Background: an optimization exercise with open tools, aiming at small area. Do not read the settings as production practice. RTL that was checked went through simulation tests only; none was proved equivalent to the original. Only the layout flow was run in run 1; the RTL was not checked for function there. Power figures rest on the tool's default switching activity, not on a simulated workload.

$ cat design/flow/design.v
module gfig_rx (
    input  wire         clk,
    input  wire         rst,         
    input  wire         in_valid,
    input  wire [7:0]   in_data,
    input  wire         in_last,
    output wire         in_ready,
    output reg          rep_valid,
    output reg  [2:0]   rep_code,
    output wire [279:0] rep_data
);
    localparam integer N = 35;               
    localparam [7:0] M0 = 8'hB2;
    localparam [7:0] M1 = 8'hA1;
    localparam [15:0] CRC_MAGIC = 16'hC0AB;  
    localparam [3:0] S_IDLE  = 4'd0;         
    localparam [3:0] S_LOOP  = 4'd1;         
    localparam [3:0] S_SCAN  = 4'd2;         
    localparam [3:0] S_MG    = 4'd3;         
    localparam [3:0] S_HDRV  = 4'd4;
    localparam [3:0] S_HDRT  = 4'd5;
    localparam [3:0] S_USTL  = 4'd6;         
    localparam [3:0] S_ABS   = 4'd7;         
    localparam [3:0] S_FDONE = 4'd8;         
    localparam [3:0] S_RWAIT = 4'd9;
    localparam [3:0] S_CLEAR = 4'd10;
    localparam [3:0] S_CHK   = 4'd11;
    localparam [3:0] S_RCNT  = 4'd12;
    reg [8*N-1:0] rr;        
    reg [8*N-1:0] pr;        
    reg [5:0] ph;            
    wire [5:0] ph_n = (ph == N-1) ? 6'd0 : ph + 6'd1;
    reg [3:0]  st;
    reg [5:0]  hd;           
    reg [5:0]  ln;           
    reg [5:0]  k;            
    reg [3:0]  inv;
    reg [15:0] crc;
    reg        ok;           
    reg        ce;           
    reg        nz;           
    reg        mg;           
    reg        ux;           
    reg        pb;           
    reg        vb;           
    reg        mal;          
    reg [1:0]  tp;           
    function [15:0] crc_byte;
        input [15:0] c;
        input [7:0]  b;
        integer j;
        reg [15:0] r;
        begin
            r = c ^ {b, 8'h00};
            for (j = 0; j < 8; j = j + 1)
                r = r[15] ? ((r << 1) ^ 16'h1021) : (r << 1);
            crc_byte = r;
        end
    endfunction
    wire [6:0] tsum = {1'b0, hd} + {1'b0, ln};
    wire [5:0] tl = (tsum >= N) ? tsum - N : tsum[5:0];
    wire       empty = (ln == 6'd0);
    wire acc = (st == S_IDLE) ||
               !ce ||
               (st == S_ABS && empty);
    assign in_ready = acc && (ph == tl) && (ln != N);
    wire take = in_valid && in_ready;
    wire [7:0] x = rr[8*N-1 -: 8];
    wire       rd = (ph == hd) && !empty;
    wire [15:0] crc_nx = crc_byte(crc, x);
    reg [5:0] n2, n1, lastf, kst;
    always @* begin
        case (tp)
            2'd1:    begin n2 = 6'd14; n1 = 6'd15; lastf = 6'd12; end
            2'd2:    begin n2 = 6'd62; n1 = 6'd63; lastf = 6'd38; end
            default: begin n2 = 6'd12; n1 = 6'd13; lastf = 6'd11; end
        endcase
        case (tp)
            2'd1:    kst = 6'd42;
            2'd2:    kst = 6'd55;
            default: kst = 6'd40;
        endcase
    end
    wire rd_scan = (st == S_SCAN) && rd;
    wire rd_abs  = (st == S_ABS) && rd;
    wire rd_hdr  = ((st == S_HDRV) && (ph == hd)) || (st == S_HDRT);
    wire consume = rd_scan || rd_abs || rd_hdr;
    wire pwr = rd_abs && (k >= 6'd4) && (k <= lastf);
    wire [7:0] rr_in = take ? in_data : rr[8*N-1 -: 8];
    wire [7:0] pr_in = pwr ? x : (st == S_CLEAR) ? 8'h00 : pr[8*N-1 -: 8];
    genvar g;
    generate
        for (g = 0; g < N; g = g + 1) begin : g_rep
            assign rep_data[8*g +: 8] = pr[8*(N-1-g) +: 8];
        end
    endgenerate
    always @(posedge clk) begin
        rr <= {rr[8*N-9:0], rr_in};
        pr <= {pr[8*N-9:0], pr_in};
    end
    always @(posedge clk) begin
        if (rst) begin
            st        <= S_CLEAR;
            tp        <= 2'd0;
            mal       <= 1'b0;
            ph        <= 6'd0;
            k         <= 6'd29;
            hd        <= 6'd0;
            ln        <= 6'd0;
            inv       <= 4'd0;
            ce        <= 1'b1;
            nz        <= 1'b0;
            mg        <= 1'b0;
            ux        <= 1'b0;
            pb        <= 1'b0;
            rep_valid <= 1'b0;
            rep_code  <= 3'd0;
        end else begin
            ph        <= ph_n;
            rep_valid <= 1'b0;
            if (take)
                ce <= in_last;
            if (consume)
                hd <= ph_n;
            if (take)
                ln <= ln + 6'd1;
            else if (consume)
                ln <= ln - 6'd1;
            case (st)
                S_IDLE: begin
                    if (take)
                        st <= S_LOOP;
                end
                S_LOOP: begin
                    if (nz || ln >= 6'd8 || (ux && ln >= 6'd5) || (mg && ln >= 6'd6)) begin
                        ux <= 1'b0;
                        if (mg) begin
                            st <= S_MG;
                        end else begin
                            if (!nz && !ux)
                                pb <= 1'b0;
                            st <= S_SCAN;
                        end
                    end else if (ce) begin
                        st <= S_IDLE;
                    end
                end
                S_SCAN: begin
                    if (rd) begin
                        pb <= (x == M0);
                        if (pb && x == M1) begin
                            nz  <= 1'b0;
                            mg  <= 1'b1;
                            crc <= CRC_MAGIC;
                            st  <= S_MG;
                        end
                    end else if (empty && ce) begin
                        nz <= 1'b1;
                        st <= S_IDLE;
                    end
                end
                S_MG: begin
                    if (ln >= 6'd2)
                        st <= S_HDRV;
                    else if (ce)
                        st <= S_IDLE;
                end
                S_HDRV: begin
                    if (ph == hd) begin
                        ok  <= (x == 8'h01);
                        vb  <= (x == M0);
                        crc <= crc_nx;
                        st  <= S_HDRT;
                    end
                end
                S_HDRT: begin
                    if (x == 8'h01 || x == 8'h02 || x == 8'h03) begin
                        crc <= crc_nx;
                        mg <= 1'b0;
                        tp <= x[1:0];
                        k  <= 6'd4;
                        st <= S_ABS;
                    end else begin
                        mg  <= vb && (x == M1);
                        crc <= CRC_MAGIC;
                        pb  <= (x == M0);
                        ux <= 1'b1;
                        st <= S_USTL;
                    end
                end
                S_USTL: begin
                    if (ce) begin
                        inv       <= inv + 4'd1;
                        rep_valid <= 1'b1;
                        rep_code  <= 3'd4;
                        st        <= S_CHK;
                    end
                end
                S_ABS: begin
                    if (rd) begin
                        k <= k + 6'd1;
                        if (k < n2)
                            crc <= crc_nx;
                        else
                            ok <= ok && (x == ((k == n2) ? crc[7:0] : crc[15:8]));
                        if (k == n1)
                            st <= S_FDONE;
                    end
                end
                S_FDONE: begin
                    if (ce)
                        st <= S_RWAIT;
                end
                S_RWAIT: begin
                    if (ph == hd) begin
                        k  <= kst;
                        st <= S_RCNT;
                    end
                end
                S_RCNT: begin
                    k <= k + 6'd1;
                    if (k == 6'd63) begin
                        k <= 6'd29;
                        if (ok) begin
                            inv       <= 4'd0;
                            rep_valid <= 1'b1;
                            rep_code  <= {1'b0, tp};
                            mal       <= 1'b0;
                        end else begin
                            inv <= inv + 4'd1;
                            mal <= 1'b1;
                        end
                        st <= S_CLEAR;
                    end
                end
                S_CLEAR: begin
                    k <= k + 6'd1;
                    if (k == 6'd63) begin
                        if (tp == 2'd0) begin
                            st <= S_IDLE;
                        end else if (mal) begin
                            rep_valid <= 1'b1;
                            rep_code  <= 3'd5;
                            st        <= S_CHK;
                        end else begin
                            st <= S_LOOP;
                        end
                    end
                end
                S_CHK: begin
                    if (inv > 4'd10) begin
                        inv       <= 4'd0;
                        ln        <= 6'd0;
                        nz        <= 1'b0;
                        ux        <= 1'b0;
                        mg        <= 1'b0;
                        rep_valid <= 1'b1;
                        rep_code  <= 3'd6;
                        st        <= S_IDLE;
                    end else begin
                        st <= S_LOOP;
                    end
                end
                default: st <= S_IDLE;
            endcase
        end
    end
endmodule
$ cat design/flow/flow/run.sh
#!/bin/bash
# Standard ORFS layout with single-drive port buffers and a leaner clock tree.
set -euo pipefail
export BUFFER_PORTS_ARGS="-buffer_cell sky130_fd_sc_hd__buf_1"
export CTS_ARGS="-sink_clustering_enable -repair_clock_nets -dont_use_dummy_load -buf_list {sky130_fd_sc_hd__clkbuf_4} -sink_clustering_size 10 -sink_clustering_max_diameter 40"
bash standard.sh > run_standard.log 2>&1
$ cat design/flow/standard.sh
#!/bin/bash
# synth_recipe.tcl (not shown) runs the flow's synth.tcl, then flattens the netlist and writes it again
# the make line also repeats each setting of config.mk as NAME=value (left out here)
make -C /OpenROAD-flow-scripts/flow DESIGN_CONFIG=/design/flow/config.mk WORK_HOME=/design/flow/orfs CLKGATE_MAP_FILE= SYNTH_SCRIPT=/design/flow/synth_recipe.tcl "${@:-finish}"
$ cat design/flow/config.mk
export PLATFORM = sky130hd
export DESIGN_NAME = gfig_rx
export DESIGN_NICKNAME = gfig_rx
export VERILOG_FILES = /design/flow/design.v
export SDC_FILE = /design/flow/constraint.sdc
export NUM_CORES = 4
export LEC_CHECK = 0
export ABC_AREA = 1
export CAP_MARGIN = 20
export CORE_MARGIN = 2
export CORE_UTILIZATION = 70
export SLEW_MARGIN = 20
$ cat design/flow/constraint.sdc
create_clock -name core_clock -period 14.0 [get_ports {clk}]
set_input_delay 2.8000 -clock core_clock [delete_from_list [all_inputs] [get_ports {clk}]]
set_output_delay 2.8000 -clock core_clock [all_outputs]
set_load 0.01 [all_outputs]
==> results of run 1 <==
-- worst max-delay path by stage --
stage / depth (start not counted) / from / to / slack, ns
floorplan: 14 / ln[0] / in_ready / 8.82
global placement: 15 / ln[0] / in_ready / 8.66
detailed placement: 15 / ln[0] / in_ready / 8.59
CTS: 15 / ln[0] / in_ready / 7.81
global route: 15 / ln[0] / in_ready / 7.65
finish: 15 / ln[0] / in_ready / 7.88
-- where the power goes --
part | switching [mW] | leakage [nW] | total, mW | internal, mW
registers | 0.0761 | 5.04 | 2.04 | 1.96
clock network | 0.494 | 0.340 | 0.739 | 0.245
logic | 0.253 | 1.99 | 0.386 | 0.133
-- state kept, by name, indices dropped and copies added (netlist names), 2 cells and up --
name / flops
tp: 2
crc: 16
k: 6
st: 4
pr: 280
ln: 6
ph: 6
inv: 4
rep_code: 3
rr: 280
hd: 6
-- layer usage --
layer  up-vias  part of all wire (%)
li1       4752                     -
met1      4440                    43
met2       372                    48
met3        58                   7.1
met4         0                   2.0
met5         -                     0
-- placed cells by master, fill, tap and decap left out, types with 4 or more instances in the layout --
cell and n:
nand3_1 43, clkbuf_4 75, edfxtp_1 18, nand2_1 131, inv_1 97, o21ai_0 45
inv_2 7, buf_1 296, a31oi_1 4, a211oi_1 4, nand2_2 6, nor3_1 18
xnor2_1 21, xor2_1 27, ha_1 27, nor2_1 86, nor2_2 4, o211ai_1 10
nor4_1 6, dfxtp_1 604, a21oi_1 42, nand4_1 12
-- final cells by class --
type,instances,area [µm²]
repair buffers,299,1130
inverters,108,407
clock buffers,74,556
flip-flops and latches,622,12600
fillers,1400,4550
multi-input cells,521,2930
diodes,1,2.50
well taps,285,357
-- worst max-delay path: cells and delay by family, from the launching register on --
kind	cells	cell delay, ns
adders and majority gates	3	0.97
buffers and inverters	4	0.42
DFF	1	0.47
and+or+nand+nor	8	0.80
-- logic make-up (layout without fill, tap and decap cells) --
kind of cell / after synthesis / count (layout)
AO/OA/AOI/OAI: 123 / 123
XOR/XNOR: 49 / 49
adder cells (fa/ha/maj): 28 / 28
buffers and inverters: 120 / 481
flip-flops: 622 / 622
other: 0 / 1
AND/OR/NAND/NOR: 321 / 321
-- synth_stat cells (all sizes together) --
cell	n
o2111ai	1
a32oi	1
a31oi	4
nand3	44
inv	104
o41ai	1
o21bai	1
a211oi	4
o211a	1
a2111oi	1
buf	6
xnor2	22
o211ai	10
nor3	19
clkbuf	6
edfxtp	18
a21oi	43
xor2	27
ha	27
fa	1
clkinv	4
o31ai	2
or2	6
a221oi	1
and3	1
nand2	138
nand3b	3
a21o	1
dfxtp	604
nand4	12
o21a	2
nor4	6
o21ai	47
o22ai	2
o32ai	1
nor2	92
==> qor_table.md, run 1 <==
| Quantity | Reported | Unit |
|:---|:---|:---|
| Post-synthesis sequential element count | 622 | - |
| Count of buffers inserted at the top-level ports | 296 | - |
| Average wire per cell in the routed design | 15.6 | µm |
| Antenna violations before repair | 1 | - |
| Count of pins over their slew limit | 0 | - |
| Dominant combinational cell family by area after synthesis | simple AND/OR/NAND/NOR gates | - |
| TritonRoute pass-1 iters | 5 | - |
| Endpoints failing setup | 0 | - |
| Minimum setup slack after placement | 8.59 | ns |
| First-pass GRT wire length | 46.4 | mm |
| Startpoint Class | flop | - |
| Cells on Worst Hold Path | 0 | - |
| DIE AREA | 24,100 | µm² |
| Transition at the pin with the smallest max-transition slack | 0.625 | ns |
| Worst setup EP type | output port | - |
| Crit path max-delay cell type | fa_1 | - |
| Worst clock skew | 0.0583 | ns |
| MaxCap Viol Count | 0 | - |
| Type of the tightest min-delay check | reg -> reg | - |
| Chain of cells forming the critical path | ha_1, inv_1, fa_1, inv_1, ha_1, inv_1, nand4_1, nand2_2, nand2_4, nand2_2, nand2_1, nand2_1, nand2_1, nor4_1, buf_1 | - |
| Avg Synthesized Cell Area | 12.7 | µm² |
| Area share of and/or/nand/nor cells after synthesis | 8.84 | % |
| Worst slew slack as a fraction of its limit | 57.3 | % |
| Number of distinct library cells after synthesis | 50 | - |
| Initial Util | 71.0 | % |
| Postcts setup bufs | 0 | - |
| Placeable core area | 22,600 | µm² |
| Pin count of the biggest net entering global routing | 23 | - |
| Number of global-route vias before repair | 9,391 | - |
| Reg-to-reg setup timing slack | 10.74 | ns |
| RSZ-0062 raised after global routing | false | - |
| Global route overflow | 0 | - |
| Post-cts resize count | 0 | - |
| Clock tree sinks | 622 | - |
| Final count of hold timing violations | 0 | - |
| VDD IR max | 0.105 | mV |
| GR Util met2 | 41.5 | % |
| CP max FO | 9 | - |
| DP Area | 17,500 | µm² |
| Number of placed I/O pins | 297 | - |
| Data required time of the critical path | 11.20 | ns |
| Drt first-iter violations | 500 | - |
| Slowest cell delay on critical path | 0.52 | ns |
| Rows | 55 | - |
| Average via count per standard cell | 5.04 | - |
| Core occupancy in the finished layout | 79.8 | % |
| Share of the clock period used by the worst path after layout | 43.7 | % |
| Length in cells of the worst reg-to-reg path | 16 | - |
| Post-Syn Nets | 1,303 | - |
| Vertical die dimension | 155 | µm |
| Clock transition time at the flip-flop clock pins of the worst setup and hold paths | 0.10 | ns |
| Global routing usage on met3 | 6.10 | % |
| Number of standard cells in the final layout excluding fillers | 1,910 | - |
| Clock Latency Late Sink | 0.67 | ns |
| Ranking of synthesized cells by area | dfxtp_1 (75%), edfxtp_1 (3.4%), nand2_1 (3.1%) | - |
| Count of unresolved DRC violations after routing | 0 | - |
| Most heavily used metal layer in global routing | met2 | - |
| Xor/xnor share of the synthesized area | 2.72 | % |
| Outcome | timing/DRC/antenna clean | - |
| Hold path start | rr[198] | - |
| Number of buffers on the longest clock path | 3 | - |
| Share of layout cells above drive strength 1 | 6.53 | % |
| Fmax | 0.163 | GHz |
| Cell at the root of the clock tree | clkbuf_4 | - |
| FF-to-FF End | rr[1] | - |
| Library cell with the largest summed area after synthesis | dfxtp_1 | - |
| Critical path start-end classification | reg -> out | - |
| TritonCTS clock tree | built | - |
| Placed Cells incl. Taps | 1,834 | - |
| Multiplexer share of the synthesized area | 0 | % |
| Cts hold-fix bufs | 0 | - |
| Startpoint of the worst register-to-register path | ln[0] | - |
| Cell Area, Synth | 16,000 | µm² |
| Routed via count | 9,622 | - |
| Number of nets with antenna violations after routing | 0 | - |
| Instance count of the mapped netlist | 1,263 | - |
| Post-synthesis share of cell area spent on full adders, half adders and majority gates | 2.23 | % |
| Hold Slack | 0.284 | ns |
| Yosys Warn Count | 1 | - |
| Synthesized-area fraction occupied by ao, oa, aoi and oai cells | 4.47 | % |
| Half-perimeter wire length after detailed placement | 20.8 | mm |
| Area grow syn2layout | 12.4 | % |
| Final critical-path required period | 6.12 | ns |
| Leakage | 7.37 | nW |
| Sequential share of the synthesized area | 78.8 | % |
| # nets final | 1,666 | - |
| Post-layout worst setup margin | 7.88 | ns |
| Total negative slack for setup checks | 0 | ns |
| Power Total | 3.16 | mW |
| GR Util All Layers | 24.2 | % |
| Number of buffers created by CTS | 74 | - |
| Final standard cell area without fillers | 18,000 | µm² |
| Destination of the worst hold path | rr[206] | - |
| Arrival time reported for the critical path endpoint | 3.32 | ns |
| Total wirelength of the detailed-routed design | 29.7 | mm |
| Met1 routing resource usage after global routing | 30.7 | % |
| Placer Congestion | 0.956 | - |
| PwrDens | 175 | nW/µm² |
| Die X | 155 | µm |
| Share of Yosys cell area claimed by the top area cell type | 75.4 | % |
| H-tree lvl count | 3 | - |
==> inputs of run 2 (changes only) <==
--- a/design/flow/design.v
+++ b/design/flow/design.v
@@ -28,10 +28,11 @@
     localparam [3:0] S_RCNT  = 4'd12;
     reg [8*N-1:0] rr;        
     reg [8*N-1:0] pr;        
-    reg [5:0] ph;            
-    wire [5:0] ph_n = (ph == N-1) ? 6'd0 : ph + 6'd1;
+    reg [5:0] ph;
+    wire [5:0] ph_n = {ph[4:3], ~(ph[5] ^ ph[4]), ph[1:0], ~(ph[2] | ph[1])};
     reg [3:0]  st;
     reg [5:0]  hd;           
+    reg [5:0]  tl;           
     reg [5:0]  ln;           
     reg [5:0]  k;            
     reg [3:0]  inv;
@@ -57,8 +58,6 @@
             crc_byte = r;
         end
     endfunction
-    wire [6:0] tsum = {1'b0, hd} + {1'b0, ln};
-    wire [5:0] tl = (tsum >= N) ? tsum - N : tsum[5:0];
     wire       empty = (ln == 6'd0);
     wire acc = (st == S_IDLE) ||
                !ce ||
@@ -106,6 +105,7 @@
             ph        <= 6'd0;
             k         <= 6'd29;
             hd        <= 6'd0;
+            tl        <= 6'd0;
             ln        <= 6'd0;
             inv       <= 4'd0;
             ce        <= 1'b1;
@@ -123,6 +123,8 @@
             if (consume)
                 hd <= ph_n;
             if (take)
+                tl <= ph_n;
+            if (take)
                 ln <= ln + 6'd1;
             else if (consume)
                 ln <= ln - 6'd1;
@@ -250,6 +252,7 @@
                 S_CHK: begin
                     if (inv > 4'd10) begin
                         inv       <= 4'd0;
+                        hd        <= tl;
                         ln        <= 6'd0;
                         nz        <= 1'b0;
                         ux        <= 1'b0;
==> qor_table.md, run 2 <==
| Quantity | Reported | Unit | Change |
|:---|:---|:---|:---|
| Average via count per standard cell | 5.00 | - | -0.70% |
| Ranking of synthesized cells by area | dfxtp_1 (77%), nand2_1 (3.7%), edfxtp_1 (3.4%) | - |  |
| Critical path start-end classification | reg -> out | - |  |
| Clock Latency Late Sink | 0.70 | ns | +0.03 ns |
| Drt first-iter violations | 559 | - | +12% |
| Worst clock skew | 0.0773 | ns | +0.0190 ns |
| Total negative slack for setup checks | 0 | ns | unchanged |
| EDFF count, synth | 18 | - | unchanged |
| Clock transition time at the flip-flop clock pins of the worst setup and hold paths | 0.11 | ns | about the same |
| Sequential share of the synthesized area | 80.1 | % | +1.3 points |
| Total wirelength of the detailed-routed design | 32.0 | mm | +7.8% |
| Delay-heaviest family, CP | flip-flops | - |  |
| GR Util All Layers | 26.8 | % | +2.6 points |
| Number of buffers on the longest clock path | 3 | - | unchanged |
| Slowest cell delay on critical path | 0.45 | ns | -0.07 ns |
| Final count of hold timing violations | 0 | - | unchanged |
| Post-cts resize count | 0 | - | unchanged |
| Arrival time reported for the critical path endpoint | 2.11 | ns | -1.21 ns |
| Instance count of the mapped netlist | 1,242 | - | -1.7% |
| Fraction of registers with async set/reset | 0 | % | unchanged |
| Endpoints failing setup | 0 | - | unchanged |
| Worst slew slack as a fraction of its limit | 62.5 | % | +5.2 points |
| First-pass GRT wire length | 49.9 | mm | +7.5% |
| Half-perimeter wire length after detailed placement | 23.3 | mm | +12% |
| Post-Syn Nets | 1,272 | - | -2.4% |
| Antenna violations before repair | 1 | - | unchanged |
| Final critical-path required period | 4.91 | ns | -1.22 ns |
| Fmax | 0.204 | GHz | +25% |
| Number of global-route vias before repair | 9,709 | - | +3.4% |
| Routed via count | 9,435 | - | -1.9% |
| Type of the tightest min-delay check | reg -> reg | - |  |
| Number of standard cells in the final layout excluding fillers | 1,886 | - | -1.3% |
| Library cell with the largest summed area after synthesis | dfxtp_1 | - |  |
| Count of pins over their slew limit | 0 | - | unchanged |
| Initial Util | 70.8 | % | -0.25 points |
| Leakage | 7.24 | nW | -1.7% |
| Placer Congestion | 0.922 | - | -3.6% |
| CP max FO | 6 | - | -3 |
| Chain of cells forming the critical path | inv_1, ha_1, nand3_2, clkinv_2, nand2_2, nand2_1, and2_1, buf_1 | - |  |
| Post-synthesis sequential element count | 628 | - | +0.96% |
| VDD IR max | 0.135 | mV | +28% |
| Share of layout cells above drive strength 1 | 8.12 | % | +1.6 points |
| Yosys Warn Count | 1 | - | unchanged |
| TritonRoute pass-1 iters | 5 | - | unchanged |
| Number of filler cells placed in the layout | 1,355 | - | -3.2% |
| Top Registers | pr: 280 flops, rr: 280 flops, crc: 16 flops | - |  |
| Rows | 55 | - | unchanged |
| Share of the clock period used by the worst path after layout | 35.0 | % | -8.7 points |
| Count of unresolved DRC violations after routing | 0 | - | unchanged |
| Number of buffers created by CTS | 74 | - | unchanged |
| Most frequent cells after synthesis | dfxtp_1 (610), nand2_1 (155), nor2_1 (81) | - |  |
| Vertical die dimension | 155 | µm | -0.32% |
| Placeable core area | 22,500 | µm² | -0.30% |
| MaxCap Viol Count | 0 | - | unchanged |
| PwrDens | 162 | nW/µm² | -7.5% |
| Cts hold-fix bufs | 0 | - | unchanged |
| Cell at the root of the clock tree | clkbuf_4 | - |  |
| Commonest cells after routing, fill and taps aside | dfxtp_1 (610), buf_1 (296), nand2_1 (155), nor2_1 (81), inv_1 (75) | - |  |
| Postcts setup bufs | 0 | - | unchanged |
| Most frequent standard cell in the layout excluding fill and tap cells | dfxtp_1 | - |  |
| Clock tree sinks | 628 | - | +0.96% |
| Placed Cells incl. Taps | 1,812 | - | -1.2% |
| Share of Yosys cell area claimed by the top area cell type | 76.7 | % | +1.3 points |
| Global route overflow | 0 | - | unchanged |
| Startpoint Class | flop | - |  |
| Die X | 155 | µm | -0.32% |
| TritonCTS clock tree | built | - |  |
| Pin count of the biggest net entering global routing | 24 | - | +4.3% |
| H-tree lvl count | 3 | - | unchanged |
| Transition at the pin with the smallest max-transition slack | 0.562 | ns | -0.0628 ns |
| Worst setup EP type | output port | - |  |
| Number of placed I/O pins | 297 | - | unchanged |
| DIE AREA | 24,000 | µm² | -0.64% |
| # nets final | 1,633 | - | -2.0% |
| Number of distinct library cells after synthesis | 49 | - | -2.0% |
| Main flop type after synthesis | dfxtp_1 | - |  |
| Crit path max-delay cell type | dfxtp_1 | - |  |
| Count of buffers inserted at the top-level ports | 296 | - | unchanged |
| Data required time of the critical path | 11.20 | ns | about the same |
| Number of nets with antenna violations after routing | 0 | - | unchanged |
| RSZ-0062 raised after global routing | false | - |  |
| Average wire per cell in the routed design | 17.0 | µm | +9.2% |
| Cell Area, Synth | 15,900 | µm² | -0.66% |
| # diodes | 0 | - | -1 |
| Avg Synthesized Cell Area | 12.8 | µm² | +1.0% |
| Buf/Inv on CP | 3 | - | -1 |
| Most frequent cell after synthesis | dfxtp_1 | - |  |
| Outcome | timing/DRC/antenna clean | - |  |
| Area grow syn2layout | 12.3 | % |  |
==> run 2: changes by cell type in the layout (fill, tap and decap cells not counted), moves of 9 or more <==
| cell | previous run | this run |
|---|---|---|
| inv_1 | 97 | 75 |
| nand3_1 | 43 | 34 |
| nand2_1 | 131 | 155 |
| o21ai_1 | 2 | 17 |
| ha_1 | 27 | 18 |
| inv_2 | 7 | 16 |
| xnor2_1 | 21 | 12 |
==> run 2: cell type report <==
| cell class | instances | area (µm²) | share of cell area (%) |
|---|---|---|---|
| Clock buffer | 74 | 556 | 3.11 |
| Inverter | 94 | 359 | 2.01 |
| Multi-Input combinational cell | 507 | 2730 | 15.3 |
| Sequential cell | 628 | 12800 | 71.3 |
| Tap cell | 285 | 357 | 1.99 |
| Timing Repair Buffer | 298 | 1130 | 6.30 |
==> run 2: layer usage <==
| layer | track usage (%) | part of all wire (%) | up-vias | wire, µm |
|---|---|---|---|---|
| met4 | 11.7 | 3.8 | 0 | 1220 |
| met3 | 8.32 | 7.3 | 98 | 2330 |
| met1 | 32.2 | 41 | 4334 | 13000 |
| met2 | 44.8 | 48 | 344 | 15500 |
| li1 | - | - | 4659 | - |
| met5 | 0 | 0 | - | 0 |
==> run 2: kinds of logic (layout without fill, tap and decap cells) <==
kind of cell    count (synthesis)  in the layout  synth area share [%]
compound gates                124            124                  4.35
flops                         628            628                  80.1
buf+inv                       107            466                  2.77
simple gates                  329            329                  9.42
fa+ha+maj                      18             18                  1.41
xor+xnor                       36             36                  1.98
==> run 2: final timing paths <==
kind            from  endpoint  slack (ns)  cells past startpoint
min          rr[218]   rr[226]        0.26                      0
max            ln[1]  in_ready        9.09                      8
min reg2reg  rr[218]   rr[226]        0.26                      0
max reg2reg    ln[1]     ln[5]       11.52                     13
==> run 2: where the power goes <==
group          switching (mW)  internal (mW)
combinational           0.169         0.0824
clock                   0.499          0.245
sequential             0.0411           1.86
total                   0.709           2.19
==> run 2: stage by stage <==
step                      util [%]  power, mW  hold slack (ns)  instance area, µm²  setup slack (ns)
after global routing          79.5       3.04            0.251               17900              8.94
after floorplan                  -       2.13            0.310               15900              9.78
after global placement        77.0       2.19            0.310               17300              9.50
after detailed placement      77.0       2.19            0.312               17300              9.47
after CTS                     79.5       2.92            0.284               17900              9.03
final                         79.5       2.90            0.261               17900              9.09
==> inputs of run 3 (changes only) <==
--- a/design/flow/design.v
+++ b/design/flow/design.v
@@ -6,7 +6,7 @@
     input  wire         in_last,
     output wire         in_ready,
     output reg          rep_valid,
-    output reg  [2:0]   rep_code,
+    output wire [2:0]   rep_code,
     output wire [279:0] rep_data
 );
     localparam integer N = 35;               
@@ -87,6 +87,8 @@
     wire pwr = rd_abs && (k >= 6'd4) && (k <= lastf);
     wire [7:0] rr_in = take ? in_data : rr[8*N-1 -: 8];
     wire [7:0] pr_in = pwr ? x : (st == S_CLEAR) ? 8'h00 : pr[8*N-1 -: 8];
+    assign rep_code = (st == S_CLEAR) ? {1'b0, tp} :
+                      (st == S_CHK)   ? {2'b10, mal} : 3'd6;
     genvar g;
     generate
         for (g = 0; g < N; g = g + 1) begin : g_rep
@@ -114,7 +116,6 @@
             ux        <= 1'b0;
             pb        <= 1'b0;
             rep_valid <= 1'b0;
-            rep_code  <= 3'd0;
         end else begin
             ph        <= ph_n;
             rep_valid <= 1'b0;
@@ -194,7 +195,6 @@
                     if (ce) begin
                         inv       <= inv + 4'd1;
                         rep_valid <= 1'b1;
-                        rep_code  <= 3'd4;
                         st        <= S_CHK;
                     end
                 end
@@ -226,8 +226,6 @@
                         if (ok) begin
                             inv       <= 4'd0;
                             rep_valid <= 1'b1;
-                            rep_code  <= {1'b0, tp};
-                            mal       <= 1'b0;
                         end else begin
                             inv <= inv + 4'd1;
                             mal <= 1'b1;
@@ -242,7 +240,6 @@
                             st <= S_IDLE;
                         end else if (mal) begin
                             rep_valid <= 1'b1;
-                            rep_code  <= 3'd5;
                             st        <= S_CHK;
                         end else begin
                             st <= S_LOOP;
@@ -250,6 +247,7 @@
                     end
                 end
                 S_CHK: begin
+                    mal <= 1'b0;
                     if (inv > 4'd10) begin
                         inv       <= 4'd0;
                         hd        <= tl;
@@ -258,7 +256,6 @@
                         ux        <= 1'b0;
                         mg        <= 1'b0;
                         rep_valid <= 1'b1;
-                        rep_code  <= 3'd6;
                         st        <= S_IDLE;
                     end else begin
                         st <= S_LOOP;
==> qor_table.md, run 3 <==
| Quantity | Reported | Unit | Change |
|:---|:---|:---|:---|
| GR Util All Layers | 25.4 | % | -1.4 points |
| Number of placed I/O pins | 297 | - | unchanged |
| Final critical-path required period | 4.96 | ns | +0.0494 ns |
| Instance count of the mapped netlist | 1,231 | - | -0.89% |
| Main flop type after synthesis | dfxtp_1 | - |  |
| Total negative slack for setup checks | 0 | ns | unchanged |
| Total wirelength of the detailed-routed design | 30.4 | mm | -5.2% |
| Area grow syn2layout | 12.6 | % |  |
| Average wire per cell in the routed design | 16.2 | µm | -4.6% |
| Core occupancy in the finished layout | 80.9 | % | +1.5 points |
| Cell at the root of the clock tree | clkbuf_4 | - |  |
| Crit path max-delay cell type | dfxtp_1 | - |  |
| Leakage | 7.28 | nW | +0.55% |
| Most frequent cell after synthesis | dfxtp_1 | - |  |
| Cell Area, Synth | 15,800 | µm² | -0.90% |
| Half-perimeter wire length after detailed placement | 22.4 | mm | -3.9% |
| Number of global-route vias before repair | 9,223 | - | -5.0% |
| Initial Util | 71.9 | % | +1.1 points |
| Fmax | 0.202 | GHz | -1.0% |
| Average via count per standard cell | 5.04 | - | +0.66% |
| Share of layout cells above drive strength 1 | 6.91 | % | -1.2 points |
| Number of buffers on the longest clock path | 3 | - | unchanged |
| Endpoints failing setup | 0 | - | unchanged |
| Number of distinct library cells after synthesis | 43 | - | -12% |
| Buf/Inv on CP | 1 | - | -2 |
| Share of Yosys cell area claimed by the top area cell type | 77.0 | % | +0.32 points |
| Slowest cell delay on critical path | 0.43 | ns | -0.02 ns |
| RSZ-0062 raised after global routing | false | - |  |
| Die X | 154 | µm | -0.44% |
| Placer Congestion | 0.857 | - | -7.0% |
| Post-synthesis sequential element count | 625 | - | -0.48% |
| Fraction of registers with async set/reset | 0 | % | unchanged |
| Number of buffers created by CTS | 73 | - | -1.4% |
| Post-layout worst setup margin | 9.04 | ns | -0.0494 ns |
| Count of unresolved DRC violations after routing | 0 | - | unchanged |
| Drt first-iter violations | 513 | - | -8.2% |
| Ranking of synthesized cells by area | dfxtp_1 (77%), nand2_1 (4.0%), edfxtp_1 (3.4%) | - |  |
| Delay-heaviest family, CP | simple AND/OR/NAND/NOR gates | - |  |
| Post-Syn Nets | 1,261 | - | -0.86% |
| MaxCap Viol Count | 0 | - | unchanged |
| Startpoint Class | flop | - |  |
| Data required time of the critical path | 11.20 | ns | about the same |
| Worst slew slack as a fraction of its limit | 50.7 | % | -12 points |
| TritonRoute pass-1 iters | 5 | - | unchanged |
| Post-cts resize count | 0 | - | unchanged |
| Count of pins over their slew limit | 0 | - | unchanged |
| Clock tree sinks | 625 | - | -0.48% |
| Yosys Warn Count | 1 | - | unchanged |
| Avg Synthesized Cell Area | 12.8 | µm² | about the same |
| Worst clock skew | 0.0888 | ns | +0.0114 ns |
| VDD IR max | 0.107 | mV | -21% |
| Top Registers | pr: 280 flops, rr: 280 flops, crc: 16 flops | - |  |
| Count of buffers inserted at the top-level ports | 296 | - | unchanged |
| H-tree lvl count | 3 | - | unchanged |
| Critical path start-end classification | reg -> out | - |  |
| First-pass GRT wire length | 47.3 | mm | -5.3% |
| Arrival time reported for the critical path endpoint | 2.16 | ns | +0.05 ns |
| Minimum setup slack after placement | 8.94 | ns | -0.527 ns |
| Transition at the pin with the smallest max-transition slack | 0.737 | ns | +0.175 ns |
| EDFF count, synth | 18 | - | unchanged |
| Chain of cells forming the critical path | nor2_1, nand3_1, o21ai_2, and2_1, buf_1 | - |  |
| Share of the clock period used by the worst path after layout | 35.4 | % | +0.35 points |
| Commonest cells after routing, fill and taps aside | dfxtp_1 (607), buf_1 (296), nand2_1 (169), inv_1 (92), clkbuf_4 (73) | - |  |
| Cts hold-fix bufs | 0 | - | unchanged |
| Vertical die dimension | 154 | µm | -0.44% |
| Type of the tightest min-delay check | reg -> reg | - |  |
| Antenna violations before repair | 1 | - | unchanged |
| Global route overflow | 0 | - | unchanged |
| Library cell with the largest summed area after synthesis | dfxtp_1 | - |  |
| Sequential share of the synthesized area | 80.4 | % | +0.35 points |
| Most frequent standard cell in the layout excluding fill and tap cells | dfxtp_1 | - |  |
| Worst setup EP type | output port | - |  |
| Postcts setup bufs | 0 | - | unchanged |
| Clock transition time at the flip-flop clock pins of the worst setup and hold paths | 0.10 | ns | about the same |
| PwrDens | 163 | nW/µm² | +0.72% |
| Routed via count | 9,442 | - | +0.074% |
| Number of nets with antenna violations after routing | 0 | - | unchanged |
| Pin count of the biggest net entering global routing | 26 | - | +8.3% |
| # nets final | 1,624 | - | -0.55% |
| Rows | 54 | - | -1.8% |
| Clock Latency Late Sink | 0.70 | ns | about the same |
| TritonCTS clock tree | built | - |  |
| DIE AREA | 23,800 | µm² | -0.88% |
| Placeable core area | 22,000 | µm² | -2.4% |
| CP max FO | 10 | - | +4 |
| Outcome | timing/DRC/antenna clean | - |  |
| Most frequent cells after synthesis | dfxtp_1 (607), nand2_1 (169), inv_1 (92) | - |  |
| Final count of hold timing violations | 0 | - | unchanged |
-- run 3: path summary, 6_finish.rpt --
kind	slack, ns	end	from	cells past startpoint
min reg2reg	0.27	rr[212]	rr[204]	0
max reg2reg	11.19	crc[1]	tp[0]	9
min	0.27	rr[212]	rr[204]	0
max	9.04	in_ready	ln[2]	5
-- run 3: power by group --
part	internal [mW]	leakage (nW)	switching, mW	total, mW
clock network	0.242	0.336	0.485	0.727
logic	0.0935	1.89	0.183	0.276
registers	1.86	5.06	0.0423	1.90
-- run 3: layer usage --
metal	part of all wire (%)	global-route usage [%]
met1	41	30.8
met2	48	43.0
met3	6.9	6.20
met4	3.8	12.1
met5	0	0
-- run 3: area by class of cell --
type,count,area [µm²]
sequential,625,12700
fill,1304,4190
multi-input combinational,497,2680
timing repair buffer,298,1130
clock buffer,73,548
inverter,99,372
tap,280,350
antenna,3,7.51
-- run 3: cells by family (layout without fill, tap and decap cells) --
group	after synthesis	count (layout)	share of synthesized area (%)
DFF	625	625	80.4
and+or+nand+nor	334	334	9.47
buffers and inverters	109	470	2.70
AOI/OAI and AO/OA	106	106	3.82
xor gates and xnor gates	39	39	2.16
adders and majority gates	18	18	1.43
other	0	3	0
-- run 3: metrics by stage --
step / instance area (µm²) / instances / total power [mW] / hold WS, ns
finish: 17800 / 1875 / 2.90 / 0.271
global route: 17800 / 1873 / 3.04 / 0.284
CTS: 17800 / 1872 / 2.93 / 0.260
detailed placement: 17200 / 1799 / 2.21 / 0.312
global placement: 17200 / 1799 / 2.20 / 0.310
floorplan: 15800 / 1231 / 2.14 / 0.310
==> inputs of run 4 (changes only) <==
==> design/flow/flow/run.sh (replaced) <==
#!/bin/bash
# Standard ORFS layout with single-drive port buffers and a leaner clock tree.
set -euo pipefail
export BUFFER_PORTS_ARGS="-buffer_cell sky130_fd_sc_hd__buf_1"
export CTS_ARGS="-sink_clustering_enable -repair_clock_nets -dont_use_dummy_load -buf_list {sky130_fd_sc_hd__clkbuf_4} -sink_clustering_size 11 -sink_clustering_max_diameter 30"
bash standard.sh > run_standard.log 2>&1
==> qor_table.md, run 4 <==
| Quantity | Reported | Unit | Change |
|:---|:---|:---|:---|
| Outcome | timing/DRC/antenna clean | - |  |
| Share of layout cells above drive strength 1 | 7.43 | % | +0.52 points |
| Number of buffers created by CTS | 82 | - | +12% |
| Post-Syn Nets | 1,261 | - | unchanged |
| First-pass GRT wire length | 47.6 | mm | +0.57% |
| Final critical-path required period | 4.98 | ns | +0.0205 ns |
| Number of distinct library cells after synthesis | 43 | - | unchanged |
| DIE AREA | 23,800 | µm² | unchanged |
| Capture point of the worst path | in_ready | - |  |
| EDFF count, synth | 18 | - | unchanged |
| Library cell with the largest summed area after synthesis | dfxtp_1 | - |  |
| Reported net switching power | 720 | µW | +1.4% |
| Internal power consumption | 2.22 | mW | +1.3% |
| Data required time of the critical path | 11.20 | ns | about the same |
| Most frequent standard cell in the layout excluding fill and tap cells | dfxtp_1 | - |  |
| Vertical die dimension | 154 | µm | unchanged |
| Clock network power share | 26.0 | % | +1.0 points |
| MaxCap Viol Count | 0 | - | unchanged |
| Number of nets with antenna violations after routing | 0 | - | unchanged |
| Cell at the root of the clock tree | clkbuf_4 | - |  |
| Average via count per standard cell | 5.01 | - | -0.58% |
| Clock transition time at the flip-flop clock pins of the worst setup and hold paths | 0.10 | ns | about the same |
| Fraction of power consumed by combinational cells | 9.4 | % | about the same |
| Pin count of the biggest net entering global routing | 26 | - | unchanged |
| GR Util All Layers | 25.6 | % | +0.15 points |
| Count of buffers inserted at the top-level ports | 296 | - | unchanged |
| Met2 Routed Length | 14.8 | mm | +0.76% |
| Ranking of synthesized cells by area | dfxtp_1 (77%), nand2_1 (4.0%), edfxtp_1 (3.4%) | - |  |
| Cts hold-fix bufs | 0 | - | unchanged |
| Average wire per cell in the routed design | 16.2 | µm | +0.23% |
| Post-synthesis sequential element count | 625 | - | unchanged |
| Placer Congestion | 0.857 | - | unchanged |
| Sequential share of the synthesized area | 80.4 | % | unchanged |
| Rows | 54 | - | unchanged |
| Post-cts resize count | 0 | - | unchanged |
| Power Total | 2.94 | mW | +1.3% |
| Antenna violations before repair | 1 | - | unchanged |
| Leakage | 7.32 | nW | +0.57% |
| Number of buffers on the longest clock path | 3 | - | unchanged |
| Highest metal used | met4 | - |  |
| Main flop type after synthesis | dfxtp_1 | - |  |
| Startpoint of the worst register-to-register path | tp[0] | - |  |
| Commonest cells after routing, fill and taps aside | dfxtp_1 (607), buf_1 (296), nand2_1 (169), inv_1 (92), clkbuf_4 (82) | - |  |
| Total wirelength of the detailed-routed design | 30.6 | mm | +0.66% |
| Total negative slack for setup checks | 0 | ns | unchanged |
| Met3 wirelength from detailed routing | 2.25 | mm | +7.6% |
| Fraction of registers with async set/reset | 0 | % | unchanged |
| Length in cells of the worst reg-to-reg path | 9 | - | unchanged |
| PwrDens | 165 | nW/µm² | +0.95% |
| Worst clock skew | 0.0962 | ns | +0.00747 ns |
| Worst setup EP type | output port | - |  |
| TritonRoute pass-1 iters | 6 | - | +1 |
| Startpoint Class | flop | - |  |
| Most frequent cells after synthesis | dfxtp_1 (607), nand2_1 (169), inv_1 (92) | - |  |
| Drt first-iter violations | 488 | - | -4.9% |
| Routed via count | 9,427 | - | -0.16% |
| Reg-to-reg setup timing slack | 11.15 | ns | -0.04 ns |
| Most frequent cell after synthesis | dfxtp_1 | - |  |
| Core occupancy in the finished layout | 81.2 | % | +0.30 points |
| Sequential cell fraction of total power | 64.6 | % | -0.9 points |
| Global route overflow | 0 | - | unchanged |
| Net switching share of the total power | 24.5 | % | about the same |
| Avg Synthesized Cell Area | 12.8 | µm² | unchanged |
| Final count of hold timing violations | 0 | - | unchanged |
| Count of unresolved DRC violations after routing | 0 | - | unchanged |
| Arrival time reported for the critical path endpoint | 2.18 | ns | +0.02 ns |
| Start point of the critical path | ln[2] | - |  |
| Die X | 154 | µm | unchanged |
| WL met1 | 12.4 | mm | about the same |
| Placeable core area | 22,000 | µm² | unchanged |
| Share of Yosys cell area claimed by the top area cell type | 77.0 | % | unchanged |
| Area used by multi-input combinational logic | 2680 | µm² | unchanged |
| Critical path start-end classification | reg -> out | - |  |
| Postcts setup bufs | 0 | - | unchanged |
| Area grow syn2layout | 13.0 | % |  |
| Clock Latency Late Sink | 0.70 | ns | about the same |
| Fmax | 0.201 | GHz | -0.41% |
| Initial Util | 71.9 | % | unchanged |
| Count of pins over their slew limit | 0 | - | unchanged |
| Worst slew slack as a fraction of its limit | 50.2 | % | -0.51 points |
| Share of the clock period used by the worst path after layout | 35.5 | % | +0.15 points |
| Yosys Warn Count | 1 | - | unchanged |
| Half-perimeter wire length after detailed placement | 22.4 | mm | unchanged |
| Cell Area, Synth | 15,800 | µm² | unchanged |
| Top Registers | pr: 280 flops, rr: 280 flops, crc: 16 flops | - |  |
| Endpoints failing setup | 0 | - | unchanged |
| CP max FO | 10 | - | unchanged |
| # nets final | 1,633 | - | +0.55% |
| H-tree lvl count | 3 | - | unchanged |
| Type of the tightest min-delay check | reg -> reg | - |  |
| RSZ-0062 raised after global routing | false | - |  |
| Number of global-route vias before repair | 9,314 | - | +0.99% |
| Number of filler cells placed in the layout | 1,297 | - | -0.54% |
| Transition at the pin with the smallest max-transition slack | 0.745 | ns | +0.00764 ns |
| TritonCTS clock tree | built | - |  |
| Instance count of the mapped netlist | 1,231 | - | unchanged |
| Number of placed I/O pins | 297 | - | unchanged |
| Clock tree sinks | 625 | - | unchanged |
| Sequential cell area | 12,700 | µm² | unchanged |
| FF-to-FF End | crc[6] | - |  |
| VDD IR max | 0.125 | mV | +17% |
## run 4: cells by family (layout without fill, tap and decap cells)
family                   count (synthesis)  in the layout  share of synthesized area [%]
AND/OR/NAND/NOR                        334            334                           9.47
other                                    0              2                              0
flip-flops                             625            625                           80.4
XOR/XNOR                                39             39                           2.16
buffers and inverters                  109            479                           2.70
adder cells (fa/ha/maj)                 18             18                           1.43
AO/OA/AOI/OAI                          106            106                           3.82
## run 4: worst min path at each step
stage	from	to	slack, ns	depth (start not counted)
2_1_floorplan	rr[92]	rr[100]	0.31	0
3_3_place_gp	rr[140]	rr[148]	0.31	0
3_5_place_dp	rr[113]	rr[121]	0.31	0
4_1_cts	rr[220]	rr[228]	0.23	0
5_1_grt	rr[220]	rr[228]	0.21	0
6_report	rr[220]	rr[228]	0.24	0
## run 4: critical path, cell delays in order, from the launching register on
cell,delay (ns)
dfxtp_1,0.43
nor2_1,0.26
nand3_1,0.24
o21ai_2,0.25
and2_1,0.15
buf_1,0.15
## run 4: per-stage QoR
step                setup WS (ns)  instance area [µm²]  cells  hold WS, ns
detailed placement           8.94                17200   1799        0.312
floorplan                    9.44                15800   1231        0.310
CTS                          8.98                17800   1881        0.228
finish                       9.02                17800   1883        0.239
global placement             9.03                17200   1799        0.310
global route                 8.82                17800   1882        0.208
## run 4: area by class of cell
class                   count  area share, %
flip-flops and latches    625           71.2
diodes                      2         0.0281
clock buffers              82           3.45
inverters                  99           2.08
well taps                 280           1.96
repair buffers            298           6.31
multi-input cells         497           15.0
## run 4: routing by layer
layer  GRT usage (%)  up-vias
met1            30.5     4348
met3            7.50       83
met4            11.0        0
met2            43.4      361
li1                -     4635
met5               0        -
## run 4: power groups by stage
stage                     registers [mW]  clock network (mW)  logic, mW
after global routing                1.91               0.856      0.314
after floorplan                     1.93                   0      0.210
final                               1.90               0.764      0.276
after CTS                           1.90               0.787      0.274
after global placement              1.94                   0      0.267
after detailed placement            1.94                   0      0.273
==> inputs of run 5 (changes only) <==
==> design/flow/flow/run.sh (replaced) <==
#!/bin/bash
# Standard ORFS layout with single-drive port buffers and a leaner clock tree.
set -euo pipefail
export BUFFER_PORTS_ARGS="-buffer_cell sky130_fd_sc_hd__buf_1"
export CTS_ARGS="-sink_clustering_enable -repair_clock_nets -dont_use_dummy_load -buf_list {sky130_fd_sc_hd__clkbuf_16} -sink_clustering_size 30 -sink_clustering_max_diameter 50"
bash standard.sh > run_standard.log 2>&1
==> qor_table.md, run 5 <==
| Quantity | Reported | Unit | Change |
|:---|:---|:---|:---|
| Cell at the root of the clock tree | clkbuf_16 | - |  |
| Crit path max-delay cell type | dfxtp_1 | - |  |
| Main flop type after synthesis | dfxtp_1 | - |  |
| Total negative slack for setup checks | 0 | ns | unchanged |
| Area grow syn2layout | 14.6 | % |  |
| Critical path start-end classification | reg -> out | - |  |
| Arrival time reported for the critical path endpoint | 2.08 | ns | -0.10 ns |
| Placer Congestion | 0.857 | - | unchanged |
| TritonCTS clock tree | built | - |  |
| Fmax | 0.205 | GHz | +2.0% |
| Number of buffers created by CTS | 35 | - | -57% |
| Postcts setup bufs | 0 | - | unchanged |
| Clock tree sinks | 625 | - | unchanged |
| Placed Cells incl. Taps | 1,799 | - | unchanged |
| Worst slew slack as a fraction of its limit | 51.1 | % | +0.95 points |
| Half-perimeter wire length after detailed placement | 22.4 | mm | unchanged |
| Number of global-route vias before repair | 9,377 | - | +0.68% |
| Cells on Worst Hold Path | 0 | - | unchanged |
| Number of nets with antenna violations after routing | 0 | - | unchanged |
| # nets final | 1,586 | - | -2.9% |
| Rows | 54 | - | unchanged |
| Synthesized-area fraction occupied by ao, oa, aoi and oai cells | 3.82 | % | unchanged |
| Delay-heaviest family, CP | simple AND/OR/NAND/NOR gates | - |  |
| Number of filler cells placed in the layout | 1,166 | - | -10% |
| Most frequent standard cell in the layout excluding fill and tap cells | dfxtp_1 | - |  |
| Sequential cell area | 12,700 | µm² | unchanged |
| Post-synthesis sequential element count | 625 | - | unchanged |
| Area share of and/or/nand/nor cells after synthesis | 9.47 | % | unchanged |
| Chain of cells forming the critical path | nor2_1, nand3_1, o21ai_2, and2_1, buf_1 | - |  |
| Startpoint Class | flop | - |  |
| TritonRoute pass-1 iters | 6 | - | unchanged |
| Count of unresolved DRC violations after routing | 0 | - | unchanged |
| Sequential share of the synthesized area | 80.4 | % | unchanged |
| MaxCap Viol Count | 0 | - | unchanged |
| Share of the clock period used by the worst path after layout | 34.8 | % | -0.70 points |
| Final critical-path required period | 4.88 | ns | -0.0979 ns |
| Post-Syn Nets | 1,261 | - | unchanged |
| Dominant combinational cell family by area after synthesis | simple AND/OR/NAND/NOR gates | - |  |
| Placeable core area | 22,000 | µm² | unchanged |
| Die X | 154 | µm | unchanged |
| Global route overflow | 0 | - | unchanged |
| DIE AREA | 23,800 | µm² | unchanged |
| Commonest cells after routing, fill and taps aside | dfxtp_1 (607), buf_1 (296), nand2_1 (169), inv_1 (92), nor2_1 (72) | - |  |
| Worst clock skew | 0.0730 | ns | -0.0232 ns |
| Number of placed I/O pins | 297 | - | unchanged |
| Xor/xnor share of the synthesized area | 2.16 | % | unchanged |
| Clock transition time at the flip-flop clock pins of the worst setup and hold paths | 0.10 | ns | about the same |
| Share of Yosys cell area claimed by the top area cell type | 77.0 | % | unchanged |
| Share of layout cells above drive strength 1 | 4.63 | % | -2.8 points |
| Hold path start | rr[181] | - |  |
| Yosys Warn Count | 1 | - | unchanged |
| Area used by multi-input combinational logic | 2680 | µm² | unchanged |
| Length in cells of the worst reg-to-reg path | 9 | - | unchanged |
| Buf/Inv on CP | 1 | - | unchanged |
| Most frequent cell after synthesis | dfxtp_1 | - |  |
| Startpoint of the worst register-to-register path | tp[0] | - |  |
| Drt first-iter violations | 578 | - | +18% |
| Power Total | 3.14 | mW | +6.9% |
| Library cell with the largest summed area after synthesis | dfxtp_1 | - |  |
| Outcome | timing/DRC/antenna clean | - |  |
| Total wirelength of the detailed-routed design | 33.6 | mm | +9.8% |
| Transition at the pin with the smallest max-transition slack | 0.730 | ns | -0.0142 ns |
| Post-synthesis share of cell area spent on full adders, half adders and majority gates | 1.43 | % | unchanged |
| PwrDens | 174 | nW/µm² | +5.4% |
| Reg-to-reg setup timing slack | 11.19 | ns | +0.04 ns |
| # diodes | 0 | - | -2 |
| Core occupancy in the finished layout | 82.4 | % | +1.2 points |
| Initial Util | 71.9 | % | unchanged |
| Type of the tightest min-delay check | reg -> reg | - |  |
| Average via count per standard cell | 5.14 | - | +2.7% |
| Antenna violations before repair | 1 | - | unchanged |
| First-pass GRT wire length | 51.3 | mm | +7.9% |
| Most frequent cells after synthesis | dfxtp_1 (607), nand2_1 (169), inv_1 (92) | - |  |
| Instance count of the mapped netlist | 1,231 | - | unchanged |
| Ranking of synthesized cells by area | dfxtp_1 (77%), nand2_1 (4.0%), edfxtp_1 (3.4%) | - |  |
| Average wire per cell in the routed design | 18.3 | µm | +13% |
| CP max FO | 10 | - | unchanged |
| Worst setup EP type | output port | - |  |
| VDD IR max | 0.144 | mV | +14% |
| Number of distinct library cells after synthesis | 43 | - | unchanged |
| Destination of the worst hold path | rr[189] | - |  |
| Number of standard cells in the final layout excluding fillers | 1,834 | - | -2.6% |
| Multiplexer share of the synthesized area | 0 | % | unchanged |
| Slowest cell delay on critical path | 0.44 | ns | about the same |
| EDFF count, synth | 18 | - | unchanged |
| RSZ-0062 raised after global routing | false | - |  |
| Count of pins over their slew limit | 0 | - | unchanged |
| Vertical die dimension | 154 | µm | unchanged |
| Count of buffers inserted at the top-level ports | 296 | - | unchanged |
| Clock Latency Late Sink | 0.53 | ns | -0.17 ns |
| Routed via count | 9,432 | - | +0.053% |
| Leakage | 7.38 | nW | +0.74% |
| Number of buffers on the longest clock path | 3 | - | unchanged |
| Cts hold-fix bufs | 0 | - | unchanged |
| Avg Synthesized Cell Area | 12.8 | µm² | unchanged |
| Final count of hold timing violations | 0 | - | unchanged |
| Fraction of registers with async set/reset | 0 | % | unchanged |
| Cell Area, Synth | 15,800 | µm² | unchanged |
| Top Registers | pr: 280 flops, rr: 280 flops, crc: 16 flops | - |  |
| Data required time of the critical path | 11.20 | ns | about the same |
| FF-to-FF End | crc[1] | - |  |
| H-tree lvl count | 2 | - | -1 |
| Post-cts resize count | 0 | - | unchanged |
| GR Util All Layers | 27.8 | % | +2.3 points |
| Pin count of the biggest net entering global routing | 31 | - | +19% |
| Endpoints failing setup | 0 | - | unchanged |
run 5: cell counts after synthesis:
Identical to the previous run, type by type.
run 5: routing by layer:
metal  part of all wire [%]  track usage [%]
met1                     38             32.6
met2                     51             50.6
met3                    7.9             6.06
met4                    3.2             9.61
met5                      0                0
run 5: worst max-delay path by stage:
stage	startpoint	end	slack, ns	cells after the start
floorplan	rst	crc[0]	9.44	3
global placement	rst	crc[11]	9.03	5
detailed placement	rst	crc[11]	8.94	5
CTS	ln[2]	in_ready	9.14	5
global route	ln[2]	in_ready	9.03	5
finish	ln[2]	in_ready	9.12	5
run 5: kinds of logic (layout without fill, tap and decap cells):
| logic type | count (synthesis) | after routing |
|---|---|---|
| DFF | 625 | 625 |
| and+or+nand+nor | 334 | 334 |
| buffers and inverters | 109 | 432 |
| AOI/OAI and AO/OA | 106 | 106 |
| xor gates and xnor gates | 39 | 39 |
| adders and majority gates | 18 | 18 |
run 5: stage by stage:
stage                     hold WS [ns]  cell area [µm²]  worst slack (ns)
after floorplan                  0.310            15800              9.44
after global placement           0.310            17200              9.03
after detailed placement         0.312            17200              8.94
after CTS                        0.284            18100              9.14
after global routing             0.295            18100              9.03
final                            0.295            18100              9.12
run 5: area by class of cell:
class,count,area share [%]
clock buffer,35,4.84
multi-input combinational,497,14.8
tap,280,1.94
sequential,625,70.2
timing repair buffer,298,6.22
inverter,99,2.05
run 5: where the power goes:
| group | internal (mW) | switching [mW] | total, mW |
|---|---|---|---|
| Sequential | 1.86 | 0.0454 | 1.90 |
| Clock | 0.447 | 0.511 | 0.958 |
| Combinational | 0.0936 | 0.188 | 0.282 |
| Total | 2.40 | 0.745 | 3.14 |
==> inputs of run 6 (changes only) <==
==> design/flow/flow/run.sh (replaced) <==
#!/bin/bash
# Standard ORFS layout with single-drive port buffers and a leaner clock tree.
set -euo pipefail
export BUFFER_PORTS_ARGS="-buffer_cell sky130_fd_sc_hd__buf_1"
export CTS_ARGS="-sink_clustering_enable -repair_clock_nets -dont_use_dummy_load -buf_list {sky130_fd_sc_hd__clkbuf_4} -sink_clustering_size 10 -sink_clustering_max_diameter 60"
bash standard.sh > run_standard.log 2>&1
==> qor_table.md, run 6 <==
| Quantity | Reported | Unit | Change |
|:---|:---|:---|:---|
| Outcome | timing/DRC/antenna clean | - |  |
| MaxCap Viol Count | 0 | - | unchanged |
| Length in cells of the worst reg-to-reg path | 9 | - | unchanged |
| Arrival time reported for the critical path endpoint | 2.14 | ns | +0.06 ns |
| Final critical-path required period | 4.94 | ns | +0.0588 ns |
| Number of global-route vias before repair | 9,286 | - | -0.97% |
| Number of distinct library cells after synthesis | 43 | - | unchanged |
| Top Registers | pr: 280 flops, rr: 280 flops, crc: 16 flops | - |  |
| Ranking of synthesized cells by area | dfxtp_1 (77%), nand2_1 (4.0%), edfxtp_1 (3.4%) | - |  |
| Worst slew slack as a fraction of its limit | 49.4 | % | -1.7 points |
| PwrDens | 164 | nW/µm² | -5.8% |
| EDFF count, synth | 18 | - | unchanged |
| Reg-to-reg setup timing slack | 11.15 | ns | -0.04 ns |
| Fraction of registers with async set/reset | 0 | % | unchanged |
| GR Util All Layers | 25.6 | % | -2.2 points |
| TritonRoute pass-1 iters | 6 | - | unchanged |
| Initial Util | 71.9 | % | unchanged |
| Transition at the pin with the smallest max-transition slack | 0.756 | ns | +0.0255 ns |
| Power Total | 2.91 | mW | -7.5% |
| Library cell with the largest summed area after synthesis | dfxtp_1 | - |  |
| Routed via count | 9,355 | - | -0.82% |
| Sequential share of the synthesized area | 80.4 | % | unchanged |
| Placed Cells incl. Taps | 1,799 | - | unchanged |
| Critical path start-end classification | reg -> out | - |  |
| Rows | 54 | - | unchanged |
| Number of placed I/O pins | 297 | - | unchanged |
| Count of buffers inserted at the top-level ports | 296 | - | unchanged |
| DIE AREA | 23,800 | µm² | unchanged |
| Share of the clock period used by the worst path after layout | 35.3 | % | +0.42 points |
| Yosys Warn Count | 1 | - | unchanged |
| Number of nets with antenna violations after routing | 0 | - | unchanged |
| Final standard cell area without fillers | 17,800 | µm² | -1.8% |
| Clock Latency Late Sink | 0.69 | ns | +0.16 ns |
| Area grow syn2layout | 12.5 | % |  |
| Drt first-iter violations | 529 | - | -8.5% |
| Average via count per standard cell | 4.99 | - | -2.9% |
| Cell at the root of the clock tree | clkbuf_4 | - |  |
| Cell Area, Synth | 15,800 | µm² | unchanged |
| Count of pins over their slew limit | 0 | - | unchanged |
| Most frequent cells after synthesis | dfxtp_1 (607), nand2_1 (169), inv_1 (92) | - |  |
| TritonCTS clock tree | built | - |  |
| Fraction of power consumed by combinational cells | 9.5 | % | +0.5 points |
| Net switching share of the total power | 24.7 | % | +0.98 points |
| Cells on Worst Hold Path | 0 | - | unchanged |
| Leakage | 7.28 | nW | -1.4% |
| Sequential cell fraction of total power | 65.4 | % | +4.8 points |
| Minimum setup slack after placement | 8.94 | ns | unchanged |
| Share of layout cells above drive strength 1 | 6.85 | % | +2.2 points |
| Reported net switching power | 718 | µW | -3.7% |
| # nets final | 1,623 | - | +2.3% |
| Cts hold-fix bufs | 0 | - | unchanged |
| Most frequent cell after synthesis | dfxtp_1 | - |  |
| Clock network power share | 25.1 | % | -5.4 points |
| Die X | 154 | µm | unchanged |
| Instance count of the mapped netlist | 1,231 | - | unchanged |
| Startpoint of the worst register-to-register path | tp[0] | - |  |
| Clock tree sinks | 625 | - | unchanged |
| Clock transition time at the flip-flop clock pins of the worst setup and hold paths | 0.12 | ns | +0.02 ns |
| RSZ-0062 raised after global routing | false | - |  |
| Main flop type after synthesis | dfxtp_1 | - |  |
| Number of buffers on the longest clock path | 3 | - | unchanged |
| Internal power consumption | 2.19 | mW | -8.7% |
| Worst setup EP type | output port | - |  |
| Commonest cells after routing, fill and taps aside | dfxtp_1 (607), buf_1 (296), nand2_1 (169), inv_1 (92) | - |  |
| FF-to-FF End | crc[15] | - |  |
| Total wirelength of the detailed-routed design | 30.6 | mm | -8.8% |
| Postcts setup bufs | 0 | - | unchanged |
| Number of filler cells placed in the layout | 1,307 | - | +12% |
| Most frequent standard cell in the layout excluding fill and tap cells | dfxtp_1 | - |  |
| DP Area | 17,200 | µm² | unchanged |
| Hold Slack | 0.288 | ns | -0.00759 ns |
| Half-perimeter wire length after detailed placement | 22.4 | mm | unchanged |
| VDD IR max | 0.121 | mV | -16% |
| First-pass GRT wire length | 47.6 | mm | -7.2% |
| Antenna violations before repair | 1 | - | unchanged |
| Destination of the worst hold path | rr[28] | - |  |
| Count of unresolved DRC violations after routing | 0 | - | unchanged |
| Post-layout worst setup margin | 9.06 | ns | -0.0588 ns |
| Final count of hold timing violations | 0 | - | unchanged |
| Data required time of the critical path | 11.20 | ns | about the same |
| Placeable core area | 22,000 | µm² | unchanged |
| Fmax | 0.203 | GHz | -1.2% |
| Number of standard cells in the final layout excluding fillers | 1,873 | - | +2.1% |
| Pin count of the biggest net entering global routing | 26 | - | -16% |
| Placer Congestion | 0.857 | - | unchanged |
| H-tree lvl count | 3 | - | +1 |
| Core occupancy in the finished layout | 80.9 | % | -1.5 points |
| Endpoints failing setup | 0 | - | unchanged |
| Number of buffers created by CTS | 72 | - | +110% |
| Post-Syn Nets | 1,261 | - | unchanged |
| Global route overflow | 0 | - | unchanged |
| Post-cts resize count | 0 | - | unchanged |
| Avg Synthesized Cell Area | 12.8 | µm² | unchanged |
| CP max FO | 9 | - | -1 |
| Vertical die dimension | 154 | µm | unchanged |
| Post-synthesis sequential element count | 625 | - | unchanged |
| Worst clock skew | 0.0526 | ns | -0.0204 ns |
| Hold path start | rr[20] | - |  |
| Type of the tightest min-delay check | reg -> reg | - |  |
| Total negative slack for setup checks | 0 | ns | unchanged |
| Average wire per cell in the routed design | 16.3 | µm | -11% |
| Share of Yosys cell area claimed by the top area cell type | 77.0 | % | unchanged |
| Startpoint Class | flop | - |  |
## run 6: cell type report
| cell class | instances | area (µm²) | area share, % |
|---|---|---|---|
| Tap cell | 280 | 350 | 1.97 |
| Antenna cell | 2 | 5.00 | 0.0282 |
| Clock buffer | 72 | 541 | 3.04 |
| Timing Repair Buffer | 298 | 1130 | 6.34 |
| Multi-Input combinational cell | 497 | 2680 | 15.1 |
| Inverter | 99 | 372 | 2.09 |
| Sequential cell | 625 | 12700 | 71.5 |
## run 6: how the worst max path moves through the flow
stage,from,end,depth (start not counted)
2_1_floorplan,rst,crc[0],3
3_3_place_gp,rst,crc[11],5
3_5_place_dp,rst,crc[11],5
4_1_cts,ln[0],in_ready,6
5_1_grt,ln[0],in_ready,6
6_report,st[0],in_ready,6
## run 6: worst max-delay path, stage by stage, from the launching register on
cell and delay, ns:
dfxtp_1 0.50, nand2_1 0.21, inv_2 0.11, nand2_4 0.11
o21ai_2 0.22, and2_1 0.15, buf_1 0.15
## run 6: power by group through the flow
stage               combinational (mW)  clock, mW  sequential (mW)
CTS                              0.275      0.753             1.90
detailed placement               0.273          0             1.94
finish                           0.277      0.731             1.90
floorplan                        0.210          0             1.93
global placement                 0.267          0             1.94
global route                     0.315      0.816             1.91
## run 6: kinds of logic (layout without fill, tap and decap cells)
logic type / Yosys count / after routing / share of synthesized area [%]
AO/OA/AOI/OAI: 106 / 106 / 3.82
XOR/XNOR: 39 / 39 / 2.16
adder cells (fa/ha/maj): 18 / 18 / 1.43
buffers and inverters: 109 / 469 / 2.70
flip-flops: 625 / 625 / 80.4
other: 0 / 2 / 0
AND/OR/NAND/NOR: 334 / 334 / 9.47
## run 6: routing by layer
metal | wire, µm | GRT usage [%] | part of all wire (%)
met2 | 15000 | 43.9 | 49
met3 | 2130 | 6.31 | 7.0
met4 | 810 | 10.6 | 2.6
met5 | 0 | 0 | 0
met1 | 12700 | 31.2 | 41

afterwards: timing with drivers on the ports:
The results above use ideal ports. As a check the final layouts listed here were re-extracted and re-timed, cells and wires unchanged.
Step 1 (the two cells are an assumption about what drives the block):
set clk [get_ports {clk}]
set_driving_cell -lib_cell sky130_fd_sc_hd__clkbuf_16 $clk
set_driving_cell -lib_cell sky130_fd_sc_hd__buf_2 [delete_from_list [all_inputs] $clk]
Step 2 adds t to the input delays and takes it off the output delays; t is the mean of the earliest and latest rising clock arrival at the registers after step 1. Input paths then give back, and output paths get back, about the clock's delay inside the block.
Slacks: ideal ports / drivers / drivers and shift; pairs: ideal ports / drivers.
| run | t, ns | setup slack, ns | latest minus earliest clock arrival (ns) | slew at the worst register clock pin (ns) | pins driven straight from the clock port |
|---|---|---|---|---|---|
| run 1 | 0.682 | 7.876 / 7.837 / 8.520 | 0.059 / 0.059 | 0.11 / 0.11 | 1 |
| run 2 | 0.694 | 9.094 / 9.063 / 9.477 | 0.079 / 0.079 | 0.11 / 0.11 | 1 |
| run 3 | 0.704 | 9.044 / 9.000 / 9.199 | 0.090 / 0.089 | 0.11 / 0.11 | 1 |
| run 4 | 0.701 | 9.024 / 8.975 / 9.182 | 0.103 / 0.104 | 0.11 / 0.11 | 1 |
| run 5 | 0.554 | 9.122 / 9.070 / 9.214 | 0.082 / 0.082 | 0.10 / 0.10 | 1 |
| run 6 | 0.706 | 9.063 / 9.020 / 9.175 | 0.053 / 0.053 | 0.12 / 0.12 | 1 |
After both steps setup and hold are still met in every run listed.
